This design comes from an exercise in tuning for a short achievable clock period and few clock cycles on the open sky130 flow, not from production work. Only simulation tests tie the RTL to the original design; equivalence was not proved.

**design/flow/design.v**
```verilog
module hmmm_core (
    input  wire        clk,
    input  wire        rst,           
    input  wire [8:0]  code_size,     
    output wire        imem_req,
    output wire [7:0]  imem_addr,
    input  wire        imem_ready,
    input  wire [15:0] imem_rdata,
    output wire        dmem_req,
    output wire        dmem_we,
    output wire [7:0]  dmem_addr,
    output wire [15:0] dmem_wdata,
    input  wire        dmem_ready,
    input  wire [15:0] dmem_rdata,
    output wire        in_req,
    input  wire        in_valid,
    input  wire        in_abort,
    input  wire [15:0] in_data,
    output wire        out_valid,
    output wire [15:0] out_data,
    output wire [1:0]  status,        
    output wire [2:0]  cause,         
    output wire [7:0]  lpc,           
    input  wire [3:0]  dbg_addr,
    output wire [15:0] dbg_data
);
    localparam [1:0] ST_RUN = 2'd0, ST_HALT = 2'd1, ST_FAIL = 2'd2, ST_ABORT = 2'd3;
    localparam [2:0] C_NONE   = 3'd0,
                     C_PC     = 3'd1,
                     C_INVAL  = 3'd2,
                     C_LOAD   = 3'd3,
                     C_STORE  = 3'd4,
                     C_JUMP   = 3'd5,
                     C_OVF    = 3'd6,
                     C_DIVZ   = 3'd7;
    localparam [2:0] M_EX   = 3'd0,    
                     M_DVI  = 3'd2,    
                     M_DVF  = 3'd3,    
                     M_UNDO = 3'd4,    
                     M_DONE = 3'd5;    
    reg [2:0]  mode;
    reg [1:0]  run_status;
    reg [2:0]  fault_cause;
    reg [7:0]  lpc_r;
    reg [8:0]  cs;             
    reg [15:0] regs [1:15];
    reg [8:0]  a_pc;
    reg        a_v;
    reg [15:0] ir;
    reg [8:0]  e_pc;
    reg        e_v;            
    reg        e_oob;          
    reg        e_pt;           
    reg [15:0] opy, opz;       
    reg        mp_v;           
    reg [31:0] mp_s, mp_c;     
    reg        dv_done;        
    reg        ld_pend;        
    reg [3:0]  ld_rd;          
    reg [3:0]  rd;             
    reg [15:0] undo_val;       
    reg        dv_mod, dv_na, dv_nb;
    reg [1:0]  dv_k;           
    reg [15:0] dv_a;           
    reg [15:0] dv_r;           
    reg [5:0]  dv_bits;        
    reg [15:0] dv_q;           
    reg [19:0] dv_m [1:15];    
    wire [15:0] rv [0:15];
    wire [15:0] zf, nf, cf, df;
    assign rv[0] = 16'd0;
    genvar g;
    generate
        for (g = 1; g < 16; g = g + 1) begin : g_rv
            assign rv[g] = regs[g];
        end
        for (g = 0; g < 16; g = g + 1) begin : g_flags
            wire lo_code = ({1'b0, rv[g][7:0]} < cs);
            assign zf[g] = (rv[g] == 16'd0);
            assign nf[g] = rv[g][15];
            assign cf[g] = (rv[g][15:8] == 8'd0) &&  lo_code;
            assign df[g] = (rv[g][15:8] == 8'd0) && !lo_code;
        end
    endgenerate
    wire [15:0] w      = imem_rdata;
    wire        a_oob  = (a_pc >= cs);
    wire [8:0]  a_pc1  = a_pc + 9'd1;
    wire        w_call = (w[15:12] == 4'hB);
    wire        w_jcc  = (w[15:14] == 2'b11);
    wire        w_back = (w[7:0] <= a_pc[7:0]);
    wire        w_pt   = w_call | (w_jcc & w_back);
    wire [8:0]  a_next = w_pt ? {1'b0, w[7:0]} : a_pc1;
    wire [3:0]  w_y = w[7:4];
    wire [3:0]  w_z = w[3:0];
    wire [15:0] d_opy = (ex_we && rx == w_y && w_y != 4'd0) ? ex_data :
                        (ld_pend && ld_rd == w_y && w_y != 4'd0) ? dmem_rdata : rv[w_y];
    wire [15:0] d_opz = (ex_we && rx == w_z && w_z != 4'd0) ? ex_data :
                        (ld_pend && ld_rd == w_z && w_z != 4'd0) ? dmem_rdata : rv[w_z];
    wire [3:0]  op = ir[15:12];
    wire [3:0]  rx = ir[11:8];
    wire [3:0]  ry = ir[7:4];
    wire [3:0]  rz = ir[3:0];
    wire [7:0]  nn = ir[7:0];
    wire [15:0] vx = rv[rx];
    wire [15:0] vy = rv[ry];
    wire [15:0] vz = rv[rz];
    wire is_halt   = (ir == 16'h0000);
    wire is_read   = (op == 4'h0) && (nn == 8'h01);
    wire is_write  = (op == 4'h0) && (nn == 8'h02);
    wire is_jumpi  = (op == 4'h0) && (nn == 8'h03);
    wire is_loadn  = (op == 4'h1);
    wire is_load   = (op == 4'h2);
    wire is_store  = (op == 4'h3);
    wire is_loadi  = (op == 4'h4) && (rz == 4'h0);
    wire is_storei = (op == 4'h4) && (rz == 4'h1);
    wire is_addn   = (op == 4'h5);
    wire is_add    = (op == 4'h6);
    wire is_sub    = (op == 4'h7);
    wire is_mul    = (op == 4'h8);
    wire is_div    = (op == 4'h9);
    wire is_mod    = (op == 4'hA);
    wire is_call   = (op == 4'hB);
    wire is_jcc    = (op[3:2] == 2'b11);
    wire is_valid  = is_halt | is_read | is_write | is_jumpi | is_loadi | is_storei |
                     (op != 4'h0 && op != 4'h4);
    wire n_code = ({1'b0, nn} < cs);
    wire [63:0] tk_tab = {nf, ~nf & ~zf, ~zf, zf};
    wire jcc_taken = tk_tab[{op[1:0], rx}];
    wire [15:0] simm = {{8{nn[7]}}, nn};
    wire [16:0] addn_res = {vx[15], vx} + {simm[15], simm};
    wire [16:0] add_res  = {vy[15], vy} + {vz[15], vz};
    wire [16:0] sub_res  = {vy[15], vy} - {vz[15], vz};
    reg  [31:0] bpp [0:8];
    reg  [16:0] bsel;
    reg         bneg, bone, btwo;
    reg  [2:0]  bgrp;
    integer bi;
    always @* begin
        bpp[8] = 32'd0;
        for (bi = 0; bi < 8; bi = bi + 1) begin
            bgrp = {opz[2*bi+1], opz[2*bi], (bi == 0) ? 1'b0 : opz[2*bi-1]};
            bneg = bgrp[2];
            bone = bgrp[1] ^ bgrp[0];
            btwo = (bgrp == 3'b100) || (bgrp == 3'b011);
            bsel = bone ? {opy[15], opy} : btwo ? {opy, 1'b0} : 17'd0;
            if (bneg) bsel = ~bsel;
            bpp[bi] = {{15{bsel[16]}}, bsel} << (2 * bi);
            bpp[8][2*bi] = bneg;
        end
    end
    function [63:0] csa;    
        input [31:0] x, y, z;
        begin
            csa[31:0]  = x ^ y ^ z;
            csa[63:32] = ((x & y) | (x & z) | (y & z)) << 1;
        end
    endfunction
    wire [63:0] bl1a = csa(bpp[0], bpp[1], bpp[2]);
    wire [63:0] bl1b = csa(bpp[3], bpp[4], bpp[5]);
    wire [63:0] bl1c = csa(bpp[6], bpp[7], bpp[8]);
    wire [63:0] bl2a = csa(bl1a[31:0], bl1a[63:32], bl1b[31:0]);
    wire [63:0] bl2b = csa(bl1b[63:32], bl1c[31:0], bl1c[63:32]);
    wire [63:0] bl3  = csa(bl2a[31:0], bl2a[63:32], bl2b[31:0]);
    wire [63:0] bl4  = csa(bl3[31:0], bl3[63:32], bl2b[63:32]);
    wire [31:0] mul_s = bl4[31:0];
    wire [31:0] mul_c = bl4[63:32];
    wire [15:0] mul_lo = mul_s[15:0] + mul_c[15:0];
    wire addn_ovf = addn_res[16] != addn_res[15];
    wire add_ovf  = add_res[16]  != add_res[15];
    wire sub_ovf  = sub_res[16]  != sub_res[15];
    wire [31:0] mp_p = mp_s + mp_c;
    wire mul_ovf  = mp_v && (mp_p[31:15] != {17{1'b0}}) && (mp_p[31:15] != {17{1'b1}});
    wire f_jump  = ((is_call | is_jcc) & !n_code) | (is_jumpi & !cf[rx]);
    wire f_load  = (is_load & n_code) | (is_loadi & !df[ry]);
    wire f_store = (is_store & n_code) | (is_storei & !df[ry]);
    wire f_divz  = (is_div | is_mod) & zf[rz];
    wire f_inval = !is_valid;
    wire fault   = f_jump | f_load | f_store | f_divz | f_inval;    
    wire [2:0] fcause = f_inval ? C_INVAL :
                        f_jump  ? C_JUMP  :
                        f_load  ? C_LOAD  :
                        f_store ? C_STORE : C_DIVZ;
    wire f_ovf   = (is_addn & addn_ovf) | (is_add & add_ovf) | (is_sub & sub_ovf);
    wire ld_stall = ld_pend && (ld_rd != 4'd0) &&
                    (ir[11:8] == ld_rd || ir[7:4] == ld_rd || ir[3:0] == ld_rd);
    wire dv_stall = dv_done && (rd != 4'd0) &&
                    (ir[15:12] == 4'h8 || ir[15:12] == 4'h9 || ir[15:12] == 4'hA) &&
                    (ir[7:4] == rd || ir[3:0] == rd);
    wire ex = (mode == M_EX) && e_v && !e_oob && !mul_ovf && !ld_stall && !dv_stall;
    wire is_memop = is_load | is_store | is_loadi | is_storei;
    wire stall = (is_read & !in_valid) | (is_memop & !dmem_ready);
    wire ends  = is_halt | fault | (is_read & in_abort);
    wire e_fin = ex && !stall && !ends && !(is_div | is_mod);
    wire        e_redir = ex && !ends && (is_jumpi || (is_jcc && (jcc_taken != e_pt)));
    wire [8:0]  e_target = is_jumpi ? {1'b0, vx[7:0]} :
                           jcc_taken ? {1'b0, nn} : (e_pc + 9'd1);
    wire [15:0] dp_a = opy[15] ? (~opy + 16'd1) : opy;
    wire        bs  = opz[15];
    wire [19:0] bx  = {4'd0, opz ^ {16{bs}}};
    wire [19:0] b1  = bx + {19'd0, bs};
    wire [19:0] b3  = (bx << 1) + bx + (bs ? 20'd3 : 20'd0);
    wire [19:0] b5  = (bx << 2) + bx + (bs ? 20'd5 : 20'd0);
    wire [19:0] b7  = (bx << 3) - bx + (bs ? 20'd7 : 20'd0);
    wire [19:0] b9  = (bx << 3) + bx + (bs ? 20'd9 : 20'd0);
    wire [19:0] b11 = (bx << 3) + (bx << 1) + bx + (bs ? 20'd11 : 20'd0);
    wire [19:0] b13 = (bx << 4) - (bx << 1) - bx + (bs ? 20'd13 : 20'd0);
    wire [19:0] b15 = (bx << 4) - bx + (bs ? 20'd15 : 20'd0);
    wire [15:0] dp_b = b1[15:0];
    wire        dp_lt6  = ({6'd0, dp_a[15:6]} < dp_b);
    wire        dp_lt12 = ({12'd0, dp_a[15:12]} < dp_b);
    reg  [15:0] s1_r, s2_r;
    reg  [3:0]  s1_d;
    reg  [1:0]  s2_d;
    reg  [20:0] t1;
    reg  [18:0] t2;
    reg  [20:0] d1 [1:15];
    reg  [18:0] d2 [1:3];
    reg  [16:1] ge1;
    reg  [4:1]  ge2;
    integer j;
    always @* begin
        t1 = {1'b0, dv_r, dv_bits[5:2]};
        for (j = 1; j < 16; j = j + 1) begin
            d1[j]  = t1 - {1'b0, dv_m[j]};
            ge1[j] = !d1[j][20];
        end
        ge1[16] = 1'b0;
        s1_d = 4'd0;
        s1_r = ge1[1] ? 16'd0 : t1[15:0];
        for (j = 1; j < 16; j = j + 1)
            if (ge1[j] && !ge1[j+1]) begin
                s1_d = s1_d | j;
                s1_r = s1_r | d1[j][15:0];
            end
        t2 = {1'b0, s1_r, dv_bits[1:0]};
        for (j = 1; j < 4; j = j + 1) begin
            d2[j]  = t2 - {1'b0, dv_m[j][17:0]};
            ge2[j] = !d2[j][18];
        end
        ge2[4] = 1'b0;
        s2_d = 2'd0;
        s2_r = ge2[1] ? 16'd0 : t2[15:0];
        for (j = 1; j < 4; j = j + 1)
            if (ge2[j] && !ge2[j+1]) begin
                s2_d = s2_d | j;
                s2_r = s2_r | d2[j][15:0];
            end
    end
    wire        di_last = (dv_k == 2'd0);
    wire [15:0] di_q    = {dv_q[9:0], s1_d, s2_d};
    wire        di_pos  = !dv_na && !dv_nb;
    wire        df_negq = dv_na ^ dv_nb;
    wire        df_rnz  = (dv_r != 16'd0);
    wire [15:0] df_q    = !df_negq ? dv_q : (df_rnz ? ~dv_q : (~dv_q + 16'd1));
    wire [15:0] df_bm   = dv_m[1][15:0];
    wire [15:0] df_rem  = !df_rnz ? 16'd0 :
                          (!dv_na && !dv_nb) ? dv_r :
                          ( dv_na &&  dv_nb) ? (~dv_r + 16'd1) :
                          (!dv_na &&  dv_nb) ? (dv_r - df_bm) : (df_bm - dv_r);
    wire        df_ovf  = !dv_mod && !df_negq && dv_q[15];
    wire mc_fin = (mode == M_DVF && !df_ovf) ||
                  ((mode == M_DVI) && di_last && di_pos);
    wire adv = !e_redir && !mul_ovf &&
               ((mode == M_EX && (!e_v || e_fin)) || mc_fin);
    wire [8:0] f_base = e_redir ? e_target : (adv && a_v) ? a_pc1 : a_pc;
    wire       f_w    = !e_redir && adv && a_v && w_pt;
    wire [8:0] f_addr = f_w ? {1'b0, w[7:0]} : f_base;
    assign imem_req   = (mode != M_DONE);
    assign imem_addr  = f_addr[7:0];
    assign dmem_req   = ex && is_memop;
    assign dmem_we    = ex && ((is_store && !n_code) || (is_storei && df[ry]));
    assign dmem_addr  = (op[2]) ? vy[7:0] : nn;
    assign dmem_wdata = vx;
    assign in_req     = ex && is_read;
    assign out_valid  = ex && is_write;
    assign out_data   = vx;
    assign status     = run_status;
    assign cause      = fault_cause;
    assign lpc        = lpc_r;
    assign dbg_data   = rv[dbg_addr];
    wire        ex_we   = ex && (is_loadn | is_addn | is_add | is_sub | is_mul |
                                 (is_call & n_code) |
                                 (is_read & in_valid & !in_abort));
    wire [15:0] ex_data = ({16{is_loadn}} & simm) |
                          ({16{is_addn}}  & addn_res[15:0]) |
                          ({16{is_add}}   & add_res[15:0]) |
                          ({16{is_sub}}   & sub_res[15:0]) |
                          ({16{is_mul}}   & mul_lo) |
                          ({16{is_call}}  & {7'd0, e_pc + 9'd1}) |
                          ({16{op == 4'h0}} & in_data);
    reg        mc_we;
    reg [15:0] mc_data;
    always @* begin
        mc_we   = 1'b0;
        mc_data = 16'd0;
        case (mode)
        M_DVI: begin
            mc_we   = di_last && di_pos;
            mc_data = dv_mod ? s2_r : di_q;
        end
        M_DVF: begin
            mc_we   = 1'b1;
            mc_data = dv_mod ? df_rem : df_q;
        end
        M_UNDO: begin
            mc_we   = 1'b1;
            mc_data = undo_val;
        end
        default: ;
        endcase
    end
    integer i;
    always @(posedge clk) begin
        if (rst) begin
            for (i = 1; i < 16; i = i + 1)
                regs[i] <= 16'd0;
        end else begin
            for (i = 1; i < 16; i = i + 1)
                if (ex_we && rx == i)
                    regs[i] <= ex_data;
                else if (ld_pend && ld_rd == i)
                    regs[i] <= dmem_rdata;
                else if (mc_we && rd == i)
                    regs[i] <= mc_data;
        end
    end
    always @(posedge clk)
        cs <= code_size;
    always @(posedge clk) begin
        if (rst) begin
            mode        <= M_EX;
            run_status  <= ST_RUN;
            fault_cause <= C_NONE;
            lpc_r       <= 8'd0;
            a_pc        <= 9'd0;
            a_v         <= 1'b0;
            ir          <= 16'd0;
            e_pc        <= 9'd0;
            e_v         <= 1'b0;
            e_oob       <= 1'b0;
            e_pt        <= 1'b0;
            rd          <= 4'd0;
            mp_v        <= 1'b0;
            ld_pend     <= 1'b0;
            dv_done     <= 1'b0;
            ld_rd       <= 4'd0;
            opy         <= 16'd0;
            opz         <= 16'd0;
            mp_s        <= 32'd0;
            mp_c        <= 32'd0;
            undo_val    <= 16'd0;
            dv_mod      <= 1'b0;
            dv_na       <= 1'b0;
            dv_nb       <= 1'b0;
            dv_k        <= 2'd0;
            dv_a        <= 16'd0;
            dv_r        <= 16'd0;
            dv_bits     <= 6'd0;
            dv_q        <= 16'd0;
            for (i = 1; i < 16; i = i + 1)
                dv_m[i] <= 20'd0;
        end else begin
            dv_done <= (mode == M_DVI || mode == M_DVF) && mc_fin;
            ld_pend <= ex && (is_load | is_loadi) && !stall && !ends;
            ld_rd   <= rx;
            a_pc <= f_addr;
            a_v  <= imem_ready && (mode != M_DONE);
            if (e_redir) begin
                e_v <= 1'b0;
            end else if (adv) begin
                ir    <= w;
                e_pc  <= a_pc;
                e_v   <= a_v | a_oob;
                e_oob <= a_oob;
                e_pt  <= w_pt;
                opy   <= d_opy;
                opz   <= d_opz;
            end else if (dv_stall) begin
                opy <= vy;
                opz <= vz;
            end else if (ld_stall) begin
                if (ry == ld_rd) opy <= dmem_rdata;
                if (rz == ld_rd) opz <= dmem_rdata;
            end
            case (mode)
            M_EX: begin
                if (!mul_ovf) begin
                    rd       <= rx;
                    undo_val <= vx;
                end
                mp_v  <= ex && is_mul;
                mp_s  <= mul_s;
                mp_c  <= mul_c;
                dv_mod   <= is_mod;
                dv_a     <= dp_a;
                dv_na    <= opy[15];
                dv_nb    <= opz[15];
                dv_k     <= dp_lt6 ? 2'd0 : dp_lt12 ? 2'd1 : 2'd2;
                dv_r     <= dp_lt6 ? {6'd0, dp_a[15:6]} : dp_lt12 ? {12'd0, dp_a[15:12]} : 16'd0;
                dv_bits  <= dp_lt6 ? dp_a[5:0] : dp_lt12 ? dp_a[11:6] : {2'b00, dp_a[15:12]};
                dv_q     <= 16'd0;
                dv_m[1]  <= b1;
                dv_m[2]  <= b1 << 1;
                dv_m[3]  <= b3;
                dv_m[4]  <= b1 << 2;
                dv_m[5]  <= b5;
                dv_m[6]  <= b3 << 1;
                dv_m[7]  <= b7;
                dv_m[8]  <= b1 << 3;
                dv_m[9]  <= b9;
                dv_m[10] <= b5 << 1;
                dv_m[11] <= b11;
                dv_m[12] <= b3 << 2;
                dv_m[13] <= b13;
                dv_m[14] <= b7 << 1;
                dv_m[15] <= b15;
                if (mul_ovf) begin
                    mode <= M_UNDO;
                end else if (e_v && e_oob) begin
                    mode <= M_DONE; run_status <= ST_FAIL; fault_cause <= C_PC;
                end else if (ex) begin
                    lpc_r <= e_pc[7:0];
                    if (is_halt) begin
                        mode <= M_DONE; run_status <= ST_HALT;
                    end else if (fault) begin
                        mode <= M_DONE; run_status <= ST_FAIL; fault_cause <= fcause;
                    end else if (is_read && in_valid && in_abort) begin
                        mode <= M_DONE; run_status <= ST_ABORT;
                    end else if (f_ovf) begin
                        mode <= M_UNDO;
                    end else if (!stall) begin
                        if (is_div | is_mod)    mode <= M_DVI;
                    end
                end
            end
            M_DVI: begin
                dv_k    <= dv_k - 2'd1;
                dv_r    <= s2_r;
                dv_bits <= (dv_k == 2'd2) ? dv_a[11:6] : dv_a[5:0];
                dv_q    <= di_q;
                if (di_last)
                    mode <= di_pos ? M_EX : M_DVF;
            end
            M_DVF: begin
                undo_val <= rv[rd];
                mode     <= df_ovf ? M_UNDO : M_EX;
            end
            M_UNDO: begin
                mode <= M_DONE; run_status <= ST_FAIL; fault_cause <= C_OVF;
            end
            default: ;  
            endcase
        end
    end
endmodule
```
**design/flow/run.sh**
```bash
#!/bin/bash
# synth_recipe.tcl (not shown) runs the flow's synth.tcl, then flattens the netlist and writes it again
# the make line also repeats each setting of config.mk as NAME=value (left out here)
make -C /OpenROAD-flow-scripts/flow DESIGN_CONFIG=/design/flow/config.mk WORK_HOME=/design/flow/orfs CLKGATE_MAP_FILE= SYNTH_SCRIPT=/design/flow/synth_recipe.tcl finish
```
**design/flow/config.mk**
```make
export PLATFORM = sky130hd
export DESIGN_NAME = hmmm_core
export DESIGN_NICKNAME = hmmm_core
export VERILOG_FILES = /design/flow/design.v
export SDC_FILE = /design/flow/constraint.sdc
export NUM_CORES = 4
export LEC_CHECK = 0
export CAP_MARGIN = 20
export CELL_PAD_IN_SITES_DETAIL_PLACEMENT = 2
export CELL_PAD_IN_SITES_GLOBAL_PLACEMENT = 3
export CORE_MARGIN = 2
export CORE_UTILIZATION = 15
export PLACE_DENSITY = 0.28
export SETUP_SLACK_MARGIN = 4.5
export SLEW_MARGIN = 20
export TNS_END_PERCENT = 20
```
**design/flow/constraint.sdc**
```tcl
create_clock -name core_clock -period 11.0 [get_ports {clk}]
set_input_delay 2.2000 -clock core_clock [delete_from_list [all_inputs] [get_ports {clk}]]
set_output_delay 2.2000 -clock core_clock [all_outputs]
set_load 0.01 [all_outputs]
```
==> results.sh, run 1 <==
export IMPL_max_stage_delay_ns=0.96
export IMPL_cp_start_kind="flop"
export IMPL_gp_congestion=1.02
export IMPL_drive_gt1_share_pct=20.8
export IMPL_rsz0062_at_grt="true"
export IMPL_dpl_worst_slack_ns=1.27
export IMPL_fin_crit_ns=8.07
export IMPL_yosys_warnings=6
export IMPL_grt_pass1_vias=106000
export IMPL_fmax_mhz=124
export IMPL_ys_ff_latch=610
export IMPL_rows=268
export IMPL_fin_nets=12700
export IMPL_layout_setup_ws_ns=2.93
export IMPL_status="complete, no violations"
export IMPL_slew_viol_final=0
export IMPL_synth_top_flop_cell="dfxtp_1"
export IMPL_drt_pass1_iterations=9
export IMPL_cts_sinks=610
export IMPL_grt_max_degree=119
export IMPL_ant_nets=0
export IMPL_cts_buffers=111
export IMPL_die_h_um=735
export IMPL_post_route_drc_count=0
export IMPL_setup_viol=0
export IMPL_io_pins=149
export IMPL_synth_nets=12100
export IMPL_wl_mm=904
export IMPL_hold_viol=0
export IMPL_io_buffers=148
export IMPL_drv_cap=0
export IMPL_tightestPinTransition_ns=1.30
export IMPL_vias_per_cell=5.48
export IMPL_cts_root_buf="clkbuf_16"
export IMPL_worstPathBufferInverterCount=3
export IMPL_post_route_util_pct=20.1
export IMPL_antenna_found_initial=121
export IMPL_worstHoldPathType="reg -> reg"
export IMPL_die_area_sq_mm=0.540
export IMPL_synth_edf_count=0
export IMPL_drtIter0Drc=10100
export IMPL_synth_top_area_cell="dfxtp_1"
export IMPL_arrival_ns=5.87
export IMPL_start_util_pct=15.1
export IMPL_clk_pin_slew_ns=0.06
export IMPL_clk_latency_ns=1.03
export IMPL_seq_area_frac_synth_pct=15.2
export IMPL_path_cells="nor4_4 -> buf_6 -> and4_4 -> nor2_4 -> mux4_2 -> a31o_1 -> a211o_1 -> mux2_4 -> nor3_4 -> and4b_4 -> buf_8 -> o211ai_1 -> mux2i_1 -> or3_1 -> o21ai_4 -> buf_2"
export IMPL_cp_slowest_cell="nor4_4"
export IMPL_netlist_top_cells_area="dfxtp_1 15%, ha_1 12%, a21oi_1 5.8%"
export IMPL_crit_type="reg -> out"
export IMPL_critPathCaptureType="output pin"
export IMPL_grt_use_total_pct=32.1
export IMPL_clockBufferDepth=4
export IMPL_worstPathMaxFanout=8
export IMPL_grt_overflow_total=0
export IMPL_hpwlAfterDp_mm=687
export IMPL_cp_required_ns=8.80
export IMPL_period_share_pct=73.4
export IMPL_die_x_um=735
export IMPL_wl_per_cell_um=47.9
export IMPL_num_vias=103000
export IMPL_core_sq_mm=0.532
export IMPL_worst_clock_skew_ns=0.134
export IMPL_cts_tree="built"
export IMPL_synthTopCellsByCount="1,046 x nand2_1, 973 x nor2_1, 931 x a21oi_1"
export IMPL_cp_top_family="simple AND/OR/NAND/NOR gates"
export IMPL_grt_pass1_wl_mm=1160
export IMPL_async_reset_ff_share_pct=0
export IMPL_synth_top_area_share_pct=15.2
export IMPL_syn2layout_area_growth_pct=33.5
export IMPL_netlist_area_sq_mm=0.0801
export IMPL_synth_cell_types=105
export IMPL_synthesis_instances=11100
export IMPL_relSlewSlack_pct=13.0
export IMPL_yosysMostFrequentCell="nand2_1"
export IMPL_htreeDepth=3
export IMPL_syn_avg_cell_area_sq_um=7.24
## worst register-to-register path: cells and delay by family, from the launching register on
family          cells  cell delay (ns)
simple gates        7             1.61
compound gates     14             3.14
buf+inv             7             1.43
flops               1             0.36
fa+ha+maj           3             0.90
## metal layers
metal	vias to the layer above	track usage (%)	share of wire (%)
met5	-	0.212	0.017
met4	16	22.9	8.6
met3	1893	6.80	5.7
met2	4461	53.4	47
met1	54600	36.6	39
li1	42500	-	-
## flip-flops by register name, indices dropped and copies added, names as in the netlist, 3 cells and up
register / count
dv_q: 16
undo_val: 16
rd: 4
opz: 16
mp_s: 30
mode: 3
e_pc: 9
opy: 16
fault_cause: 3
lpc_r: 8
dv_a: 12
regs: 240
dv_bits: 6
dv_m: 135
dv_r: 16
ir: 16
mp_c: 28
cs: 9
a_pc: 9
ld_rd: 4
## per-stage QoR
stage | hold WS, ns | cells | setup TNS [ns] | instance area [sq um]
after floorplan | 0.432 | 11100 | 0 | 80300
after global placement | 0.440 | 18100 | -2.13 | 93900
after detailed placement | 0.448 | 18100 | 0 | 94300
after CTS | 0.457 | 18600 | 0 | 102000
after global routing | 0.477 | 18800 | 0 | 107000
final | 0.454 | 18900 | 0 | 107000
## cells by family (layout without fill, tap and decap cells)
kind of cell / count (synthesis) / in the layout / synth area share, %
other: 0 / 120 / 0
AO/OA/AOI/OAI: 3917 / 3917 / 33.7
XOR/XNOR: 545 / 545 / 5.99
multiplexers: 115 / 115 / 1.57
buffers and inverters: 1500 / 2166 / 7.21
AND/OR/NAND/NOR: 3453 / 3454 / 20.2
adder cells (fa/ha/maj): 937 / 937 / 16.1
flip-flops: 610 / 610 / 15.2
## area by class of cell
| cell class | count | area (sq um) |
|---|---|---|
| clock buffer | 161 | 3190 |
| antenna | 120 | 300 |
| fill | 61600 | 426000 |
| tap | 7020 | 8780 |
| multi-input combinational | 8968 | 66900 |
| inverter | 553 | 2220 |
| clock inverter | 30 | 410 |
| sequential | 610 | 12500 |
| timing repair buffer | 1422 | 12700 |
## placed cells by master (no fill, tap or decap), types with 53 or more instances in the layout
cell type,count
a211o_1,65
a211oi_1,130
a21o_1,139
a21oi_1,864
a221oi_1,162
a222oi_1,107
a22o_1,127
a22oi_1,571
a31oi_1,203
and3_1,158
buf_12,80
buf_4,1084
buf_6,84
clkbuf_16,118
clkdlybuf4s50_1,131
dfxtp_1,491
dfxtp_2,65
dfxtp_4,54
diode_2,120
fa_1,152
ha_1,716
inv_1,504
mux2i_1,74
nand2_1,1022
nand2b_1,103
nand3_1,257
nand4_1,133
nor2_1,883
nor2_4,53
nor2b_1,98
nor3_1,194
nor3_2,59
o211ai_1,135
o21a_1,98
o21ai_0,429
o22ai_1,123
or3_1,55
xnor2_1,391
xor2_1,130
## worst paths after layout
check	endpoint	from	cells past startpoint	slack (ns)
max reg2reg	regs[9][4]	dv_m[13][0]	31	3.47
max	imem_addr[6]	regs[13][15]	16	2.93
min	dv_m[13][18]	dv_m[13][18]	2	0.45
min reg2reg	dv_m[13][18]	dv_m[13][18]	2	0.45
## what timing repair did
item	4_1_cts	5_1_grt
gates cloned	4	9
resized for setup	619	549
setup buffers	221	193
pin swaps	150	157
hold buffers	0	0
setup endpoints to repair	408	375
Testbench counts, summed over its fixed seeds: cycles 101,516.
==> inputs of run 2 (changes only) <==
--- a/design/flow/design.v
+++ b/design/flow/design.v
@@ -44,6 +44,8 @@
     reg [7:0]  lpc_r;
     reg [8:0]  cs;             
     reg [15:0] regs [1:15];
+    reg [15:0] dbg_regs [1:15];    
+    reg [1:0]  status_d;           
     reg [8:0]  a_pc;
     reg        a_v;
     reg [15:0] ir;
@@ -191,7 +193,8 @@
     wire stall = (is_read & !in_valid) | (is_memop & !dmem_ready);
     wire ends  = is_halt | fault | (is_read & in_abort);
     wire e_fin = ex && !stall && !ends && !(is_div | is_mod);
-    wire        e_redir = ex && !ends && (is_jumpi || (is_jcc && (jcc_taken != e_pt)));
+    wire ex_nf = (mode == M_EX) && e_v && !e_oob && !ld_stall && !dv_stall;
+    wire        e_redir = ex_nf && (is_jumpi || (is_jcc && (jcc_taken != e_pt)));
     wire [8:0]  e_target = is_jumpi ? {1'b0, vx[7:0]} :
                            jcc_taken ? {1'b0, nn} : (e_pc + 9'd1);
     wire [15:0] dp_a = opy[15] ? (~opy + 16'd1) : opy;
@@ -260,8 +263,8 @@
     wire        df_ovf  = !dv_mod && !df_negq && dv_q[15];
     wire mc_fin = (mode == M_DVF && !df_ovf) ||
                   ((mode == M_DVI) && di_last && di_pos);
-    wire adv = !e_redir && !mul_ovf &&
-               ((mode == M_EX && (!e_v || e_fin)) || mc_fin);
+    wire adv = !e_redir &&
+               ((mode == M_EX && (!e_v || (ex_nf && !stall && !(is_div | is_mod)))) || mc_fin);
     wire [8:0] f_base = e_redir ? e_target : (adv && a_v) ? a_pc1 : a_pc;
     wire       f_w    = !e_redir && adv && a_v && w_pt;
     wire [8:0] f_addr = f_w ? {1'b0, w[7:0]} : f_base;
@@ -274,10 +277,10 @@
     assign in_req     = ex && is_read;
     assign out_valid  = ex && is_write;
     assign out_data   = vx;
-    assign status     = run_status;
+    assign status     = status_d;
     assign cause      = fault_cause;
     assign lpc        = lpc_r;
-    assign dbg_data   = rv[dbg_addr];
+    assign dbg_data   = (dbg_addr == 4'd0) ? 16'd0 : dbg_regs[dbg_addr];
     wire        ex_we   = ex && (is_loadn | is_addn | is_add | is_sub | is_mul |
                                  (is_call & n_code) |
                                  (is_read & in_valid & !in_abort));
@@ -327,6 +330,11 @@
     always @(posedge clk)
         cs <= code_size;
     always @(posedge clk) begin
+        for (i = 1; i < 16; i = i + 1)
+            dbg_regs[i] <= regs[i];
+        status_d <= rst ? ST_RUN : run_status;
+    end
+    always @(posedge clk) begin
         if (rst) begin
             mode        <= M_EX;
             run_status  <= ST_RUN;
==> design/flow/config.mk (replaced) <==
export PLATFORM = sky130hd
export DESIGN_NAME = hmmm_core
export DESIGN_NICKNAME = hmmm_core
export VERILOG_FILES = /design/flow/design.v
export SDC_FILE = /design/flow/constraint.sdc
export NUM_CORES = 4
export LEC_CHECK = 0
export CAP_MARGIN = 20
export CELL_PAD_IN_SITES_DETAIL_PLACEMENT = 1
export CELL_PAD_IN_SITES_GLOBAL_PLACEMENT = 2
export CORE_MARGIN = 2
export CORE_UTILIZATION = 24
export PLACE_DENSITY = 0.42
export SETUP_SLACK_MARGIN = 4.5
export SLEW_MARGIN = 20
export TNS_END_PERCENT = 20
==> run 2 against run 1 <==
Compared with the run above: now fails the layout checks on slew limit; setup slack improved by 0.53 ns; utilization increased by 11 points; critical path type unchanged; first-iteration DRC count increased by 12%; via count decreased by 3.3%; largest cell class unchanged; critical path depth increased by 1; critical endpoint is now imem_addr[2].
==> results.sh, run 2 <==
export IMPL_status="failed layout checks"
export IMPL_violations="slew limit"
export IMPL_cts_sinks=852
export IMPL_syn2layout_area_growth_pct=27.3
export IMPL_start_util_pct=24.1
export IMPL_dpl_worst_slack_ns=1.60
export IMPL_worst_clock_skew_ns=0.167
export IMPL_antenna_found_initial=65
export IMPL_setup_viol=0
export IMPL_layout_setup_ws_ns=3.46
export IMPL_synthesis_instances=10900
export IMPL_crit_type="reg -> out"
export IMPL_grt_max_degree=167
export IMPL_worstPathMaxFanout=9
export IMPL_critPathCaptureType="output pin"
export IMPL_clockBufferDepth=4
export IMPL_num_vias=100000
export IMPL_fin_tns_setup_ns=0
export IMPL_yosysMostFrequentCell="nor2_1"
export IMPL_multiInputGateArea_sq_mm=0.0648
export IMPL_grt_pass1_vias=99600
export IMPL_layout_common_cells="921 x buf_4, 878 x nand2_1, 877 x nor2_1"
export IMPL_fin_crit_ns=7.54
export IMPL_slew_viol_final=76
export IMPL_worstHoldPathType="reg -> reg"
export IMPL_synthTopCellsByCount="929 x nor2_1, 908 x nand2_1, 866 x a21oi_1"
export IMPL_synth_edf_count=0
export IMPL_grt_pass1_wl_mm=919
export IMPL_hold_viol=0
export IMPL_io_pins=149
export IMPL_final_fill_count=40400
export IMPL_post_route_drc_count=0
export IMPL_dr_max_layer_used="met5"
export IMPL_mostFrequentLayoutCell="buf_4"
export IMPL_clk_latency_ns=1.00
export IMPL_drt_pass1_iterations=8
export IMPL_cp_start_kind="flop"
export IMPL_cts_root_buf="clkbuf_16"
export IMPL_cp_required_ns=8.80
export IMPL_core_sq_mm=0.345
export IMPL_grt_use_total_pct=38.3
export IMPL_ys_ff_latch=852
export IMPL_ant_nets=0
export IMPL_die_x_um=593
export IMPL_async_reset_ff_share_pct=0
export IMPL_reg_top3="dbg_regs: 240 flops, regs: 240 flops, dv_m: 135 flops"
export IMPL_synth_cell_types=117
export IMPL_grt_overflow_total=0
export IMPL_netlist_top_cells_area="dfxtp_1 21%, ha_1 12%, a22oi_1 5.7%"
export IMPL_drtIter0Drc=11300
export IMPL_synth_top_area_cell="dfxtp_1"
export IMPL_netlist_area_sq_mm=0.0832
export IMPL_die_h_um=593
export IMPL_synth_top_area_share_pct=20.5
export IMPL_tightestPinTransition_ns=1.69
export IMPL_regArea_sq_mm=0.0172
export IMPL_postCtsHoldBufs=0
export IMPL_cts_tree="built"
export IMPL_vias_per_cell=6.21
export IMPL_wl_per_cell_um=43.4
export IMPL_yosys_warnings=23
export IMPL_fmax_mhz=133
export IMPL_rsz0062_at_grt="true"
export IMPL_gp_congestion=1.01
export IMPL_fin_nets=12400
export IMPL_hpwlAfterDp_mm=506
export IMPL_die_area_sq_mm=0.351
export IMPL_io_buffers=148
export IMPL_drv_cap=0
export IMPL_drive_gt1_share_pct=19.1
export IMPL_htreeDepth=3
export IMPL_clk_pin_slew_ns=0.06
export IMPL_met2_length_mm=309
export IMPL_arrival_ns=5.34
export IMPL_period_share_pct=68.5
export IMPL_wl_mm=698
export IMPL_syn_avg_cell_area_sq_um=7.62
export IMPL_seq_area_frac_synth_pct=20.5
export IMPL_synth_top_flop_cell="dfxtp_1"
export IMPL_rows=216
export IMPL_wl_met1_mm=265
export IMPL_met3_length_mm=51.4
export IMPL_cts_buffers=125
export IMPL_relSlewSlack_pct=-12.6
export IMPL_synth_nets=11900
run 2: cell types whose count changed in the layout (fill, tap and decap cells not counted), moves of 44 or more:
cell / change
nand2_1: -144
diode_2: -61
o211ai_1: -74
a22oi_1: +50
and3_1: -44
a31oi_1: -96
a21oi_1: -68
dfxtp_1: +299
a221oi_1: +58
buf_4: -163
nor4_1: +50
run 2: per-layer routing:
metal  up-vias  global-route usage [%]
met5         -                   0.622
met4        20                    33.6
met3      1982                    9.12
met2      5351                    60.2
met1     51100                    43.4
li1      41600                       -
run 2: timing repair:
| action | in CTS | in global routing |
|---|---|---|
| resized for setup | 732 | 378 |
| gates cloned | 12 | 7 |
| pin swaps | 212 | 116 |
| buffers inserted | 306 | 93 |
| setup endpoints to repair | 357 | 345 |
run 2: cell type report:
cell class	instances	share of cell area [%]
Multi-Input combinational cell	8587	61.2
Sequential cell	852	16.2
Timing Repair Buffer	1247	10.7
Tap cell	4578	5.41
Clock buffer	164	3.36
Inverter	559	2.11
Clock inverter	60	0.805
Antenna cell	59	0.139
run 2: kinds of logic (layout without fill, tap and decap cells):
| family | Yosys count | after routing | share of synthesized area (%) |
|---|---|---|---|
| AOI/OAI and AO/OA | 3660 | 3663 | 30.5 |
| and+or+nand+nor | 3316 | 3316 | 19.2 |
| buffers and inverters | 1476 | 2030 | 6.89 |
| adders and majority gates | 936 | 936 | 15.5 |
| DFF | 852 | 852 | 20.5 |
| xor gates and xnor gates | 567 | 567 | 6.01 |
| muxes | 105 | 105 | 1.39 |
| other | 0 | 59 | 0 |
run 2: metrics by stage:
stage	std cells	util (%)	hold WS [ns]	instance area, sq um
after floorplan	10900	-	0.326	83300
after global placement	15400	26.8	0.340	92500
after detailed placement	15400	26.8	0.342	92700
after CTS	15900	29.8	0.353	103000
after global routing	16100	30.6	0.355	106000
final	16100	30.7	0.353	106000
run 2: final timing paths:
path                 from               to  slack (ns)  cells after the start
min           regs[13][8]  dbg_regs[13][8]        0.35                      0
min reg2reg   regs[13][8]  dbg_regs[13][8]        0.35                      0
max          regs[12][13]     imem_addr[2]        3.46                     17
max reg2reg    dv_bits[4]       regs[7][6]        4.10                     36
run 2: worst max-delay path, cell delays in order, from the launching register on:
cell	delay (ns)
dfxtp_1	0.30
buf_4	0.22
nor4_2	0.80
nand4_1	0.15
buf_4	0.27
mux4_2	0.47
mux2_4	0.30
a221oi_4	0.32
buf_12	0.18
nor2_4	0.06
a21oi_4	0.23
buf_6	0.14
buf_4	0.10
mux2i_1	0.08
a211oi_2	0.35
a21oi_2	0.06
o21ai_2	0.16
buf_2	0.16
Testbench counts of run 2, summed over its fixed seeds: cycles 101,596.
==> inputs of run 3 (changes only) <==
==> design/flow/config.mk (replaced) <==
export PLATFORM = sky130hd
export DESIGN_NAME = hmmm_core
export DESIGN_NICKNAME = hmmm_core
export VERILOG_FILES = /design/flow/design.v
export SDC_FILE = /design/flow/constraint.sdc
export NUM_CORES = 4
export LEC_CHECK = 0
export CAP_MARGIN = 30
export CELL_PAD_IN_SITES_DETAIL_PLACEMENT = 1
export CELL_PAD_IN_SITES_GLOBAL_PLACEMENT = 2
export CORE_MARGIN = 2
export CORE_UTILIZATION = 24
export PLACE_DENSITY = 0.42
export SETUP_SLACK_MARGIN = 4.5
export SLEW_MARGIN = 45
export TNS_END_PERCENT = 10
==> run 3 against run 2 <==
Compared with the run above: utilization fell by 0.44 points; wire length fell by 0.71%; final cell count fell by 0.38%; register-to-register slack got worse by 0.42 ns; clock skew fell by 0.020 ns; critical endpoint is now imem_addr[7]; hold slack got worse by 0.0058 ns; sequential share of layout area rose by 0.24 points; via count fell by 0.55%; now clean on timing, DRC and antenna; setup slack improved by 0.053 ns; critical path type unchanged.
==> results.sh, run 3 <==
export IMPL_drtIter0Drc=11500
export IMPL_max_stage_delay_ns=0.62
export IMPL_yosysMostFrequentCell="nor2_1"
export IMPL_post_route_drc_count=0
export IMPL_post_route_util_pct=30.2
export IMPL_clk_pin_slew_ns=0.06
export IMPL_synth_nets=11900
export IMPL_synth_top_area_cell="dfxtp_1"
export IMPL_syn_avg_cell_area_sq_um=7.62
export IMPL_netlist_area_sq_mm=0.0832
export IMPL_netlist_top_cells_area="dfxtp_1 21%, ha_1 12%, a22oi_1 5.7%"
export IMPL_drv_cap=0
export IMPL_relSlewSlack_pct=37.4
export IMPL_core_sq_mm=0.345
export IMPL_drive_gt1_share_pct=17.9
export IMPL_io_buffers=148
export IMPL_place_area_sq_mm=0.0936
export IMPL_synth_simple_area_share_pct=19.2
export IMPL_syn2layout_area_growth_pct=25.5
export IMPL_holdWs_ns=0.347
export IMPL_clk_latency_ns=0.94
export IMPL_htreeDepth=4
export IMPL_final_fill_count=40500
export IMPL_critPathCaptureType="output pin"
export IMPL_synthesis_instances=10900
export IMPL_tightestPinTransition_ns=0.938
export IMPL_layout_common_cells="881 x nand2_1, 872 x nor2_1, 868 x buf_4"
export IMPL_worstPathMaxFanout=10
export IMPL_cp_slowest_cell="nor4_2"
export IMPL_synth_edf_count=0
export IMPL_rsz0062_at_grt="true"
export IMPL_postCtsHoldBufs=0
export IMPL_wl_mm=693
export IMPL_hpwlAfterDp_mm=508
export IMPL_period_share_pct=68.1
export IMPL_ys_ff_latch=852
export IMPL_vias_per_cell=6.20
export IMPL_fin_tns_setup_ns=0
export IMPL_io_pins=149
export IMPL_ant_nets=0
export IMPL_async_reset_ff_share_pct=0
export IMPL_grt_pass1_wl_mm=918
export IMPL_wl_per_cell_um=43.2
export IMPL_grt_overflow_total=0
export IMPL_synthTopCellsByCount="929 x nor2_1, 908 x nand2_1, 866 x a21oi_1"
export IMPL_num_vias=99500
export IMPL_crit_type="reg -> out"
export IMPL_synth_top_flop_cell="dfxtp_1"
export IMPL_rows=216
export IMPL_path_cells="buf_4 -> nor4_2 -> nand4_1 -> mux4_2 -> mux2_4 -> a221oi_4 -> buf_12 -> o21ai_2 -> o41a_1 -> a31o_4 -> buf_4 -> a211oi_4 -> a21oi_2 -> o21ai_2 -> buf_2"
export IMPL_die_h_um=593
export IMPL_worst_clock_skew_ns=0.147
export IMPL_cts_sinks=852
export IMPL_design_area_sq_mm=0.104
export IMPL_cp_start_kind="flop"
export IMPL_synth_top_area_share_pct=20.5
export IMPL_status="complete, no violations"
export IMPL_gp_congestion=1.01
export IMPL_cp_required_ns=8.80
export IMPL_die_x_um=593
export IMPL_worstHoldPathType="reg -> reg"
export IMPL_synth_mux_area_share_pct=1.39
export IMPL_mostFrequentLayoutCell="nand2_1"
export IMPL_cts_tree="built"
export IMPL_arrival_ns=5.29
export IMPL_antenna_found_initial=80
export IMPL_clockBufferDepth=4
export IMPL_synth_xor_area_share_pct=6.01
export IMPL_start_util_pct=24.1
export IMPL_cts_root_buf="clkbuf_16"
export IMPL_synth_cell_types=117
export IMPL_setup_viol=0
export IMPL_synth_top_family_by_area="compound AO/OA/AOI/OAI gates"
export IMPL_fmax_mhz=134
export IMPL_yosys_warnings=23
export IMPL_reg_top3="dbg_regs: 240 flops, regs: 240 flops, dv_m: 135 flops"
export IMPL_synth_compound_area_share_pct=30.5
export IMPL_seq_area_frac_synth_pct=20.5
export IMPL_fin_crit_ns=7.49
export IMPL_hold_viol=0
export IMPL_grt_pass1_vias=99200
export IMPL_drt_pass1_iterations=10
export IMPL_grt_use_total_pct=38.2
export IMPL_die_area_sq_mm=0.351
export IMPL_cts_buffers=134
export IMPL_grt_max_degree=98
export IMPL_fin_nets=12300
export IMPL_slew_viol_final=0
export IMPL_synthAdderAreaFrac_pct=15.5
[run 3: cell counts after synthesis]
Identical to the previous run, type by type.
[run 3: critical path: cells and delay by family, from the launching register on]
family	cells	cell delay (ns)
AO/OA/AOI/OAI	7	1.37
AND/OR/NAND/NOR	2	1.10
flip-flops	1	0.30
buffers and inverters	4	0.74
multiplexers	2	0.86
[run 3: routing by layer]
layer / share of wire [%] / global-route usage, % / up-vias / wire length [um]
li1: - / - / 41400 / -
met1: 38 / 43.3 / 50500 / 264000
met2: 44 / 60.1 / 5435 / 305000
met3: 7.2 / 9.14 / 2064 / 50200
met4: 11 / 33.5 / 25 / 73300
met5: 0.058 / 0.446 / - / 403
[run 3: cell families (layout without fill, tap and decap cells)]
kind of cell,after synthesis,in the layout
AO/OA/AOI/OAI,3660,3663
XOR/XNOR,567,567
adder cells (fa/ha/maj),936,936
buffers and inverters,1476,1971
flip-flops,852,852
multiplexers,105,105
other,0,56
AND/OR/NAND/NOR,3316,3317
[run 3: path summary, 6_finish.rpt]
kind / startpoint / endpoint / slack [ns] / depth (start not counted)
worst max-delay path: regs[4][5] / imem_addr[7] / 3.51 / 15
worst min-delay path: regs[8][1] / dbg_regs[8][1] / 0.35 / 0
worst max register to register: ir[10] / mode[2] / 3.68 / 24
worst min register to register: regs[8][1] / dbg_regs[8][1] / 0.35 / 0
[run 3: area by class of cell]
| type | instances | area, sq um | area share [%] |
|---|---|---|---|
| inverter | 559 | 2220 | 2.13 |
| antenna | 56 | 140 | 0.134 |
| multi-input combinational | 8588 | 64200 | 61.5 |
| clock inverter | 46 | 624 | 0.598 |
| sequential | 852 | 17200 | 16.5 |
| timing repair buffer | 1180 | 10400 | 10.0 |
| timing repair inverter | 1 | 7.51 | 0.00719 |
| tap | 4578 | 5730 | 5.49 |
| clock buffer | 185 | 3850 | 3.69 |
[run 3: metrics by stage]
step           setup slack [ns]  cells
3_5_place_dp               2.10  15400
3_3_place_gp               1.21  15400
5_1_grt                    3.48  16000
6_report                   3.51  16000
2_1_floorplan              4.50  10900
4_1_cts                    3.62  15900
[run 3: repair_timing]
action / in CTS / in global routing
gates resized for setup: 573 / 191
cloned: 11 / 4
buffers inserted: 254 / 51
pin swaps: 128 / 58
hold endpoints to repair: 0 / 0
setup endpoints to repair: 339 / 335

[re-timing with driven ports]
The flow's constraints put no driver on any port. The routed layouts listed below were extracted and timed again, unchanged, in two steps.
Step 1: set_driving_cell puts a clkbuf_16 on clk and a buf_2 on each other input, an assumption about the parent block.
Step 2 adds t to the input delays and takes it off the output delays; t is the mean of the earliest and latest rising clock arrival at the registers after step 1. Input paths then give back, and output paths get back, about the clock's delay inside the block.
a / b / c = ideal / step 1 / step 2; a / b = the first two.
| run | t, ns | setup slack, ns | latest minus earliest clock arrival (ns) | worst register clock-pin slew, ns | worst data-port slew with drivers (ns) |
|---|---|---|---|---|---|
| run 1 | 1.091 | 2.927 / 2.801 / 3.106 | 0.134 / 0.134 | 0.07 / 0.07 | 0.17 |
| run 2 | 1.034 | 3.460 / 3.339 / 3.777 | 0.168 / 0.167 | 0.08 / 0.08 | 0.12 |
| run 3 | 0.983 | 3.514 / 3.393 / 3.665 | 0.147 / 0.147 | 0.07 / 0.07 | 0.12 |
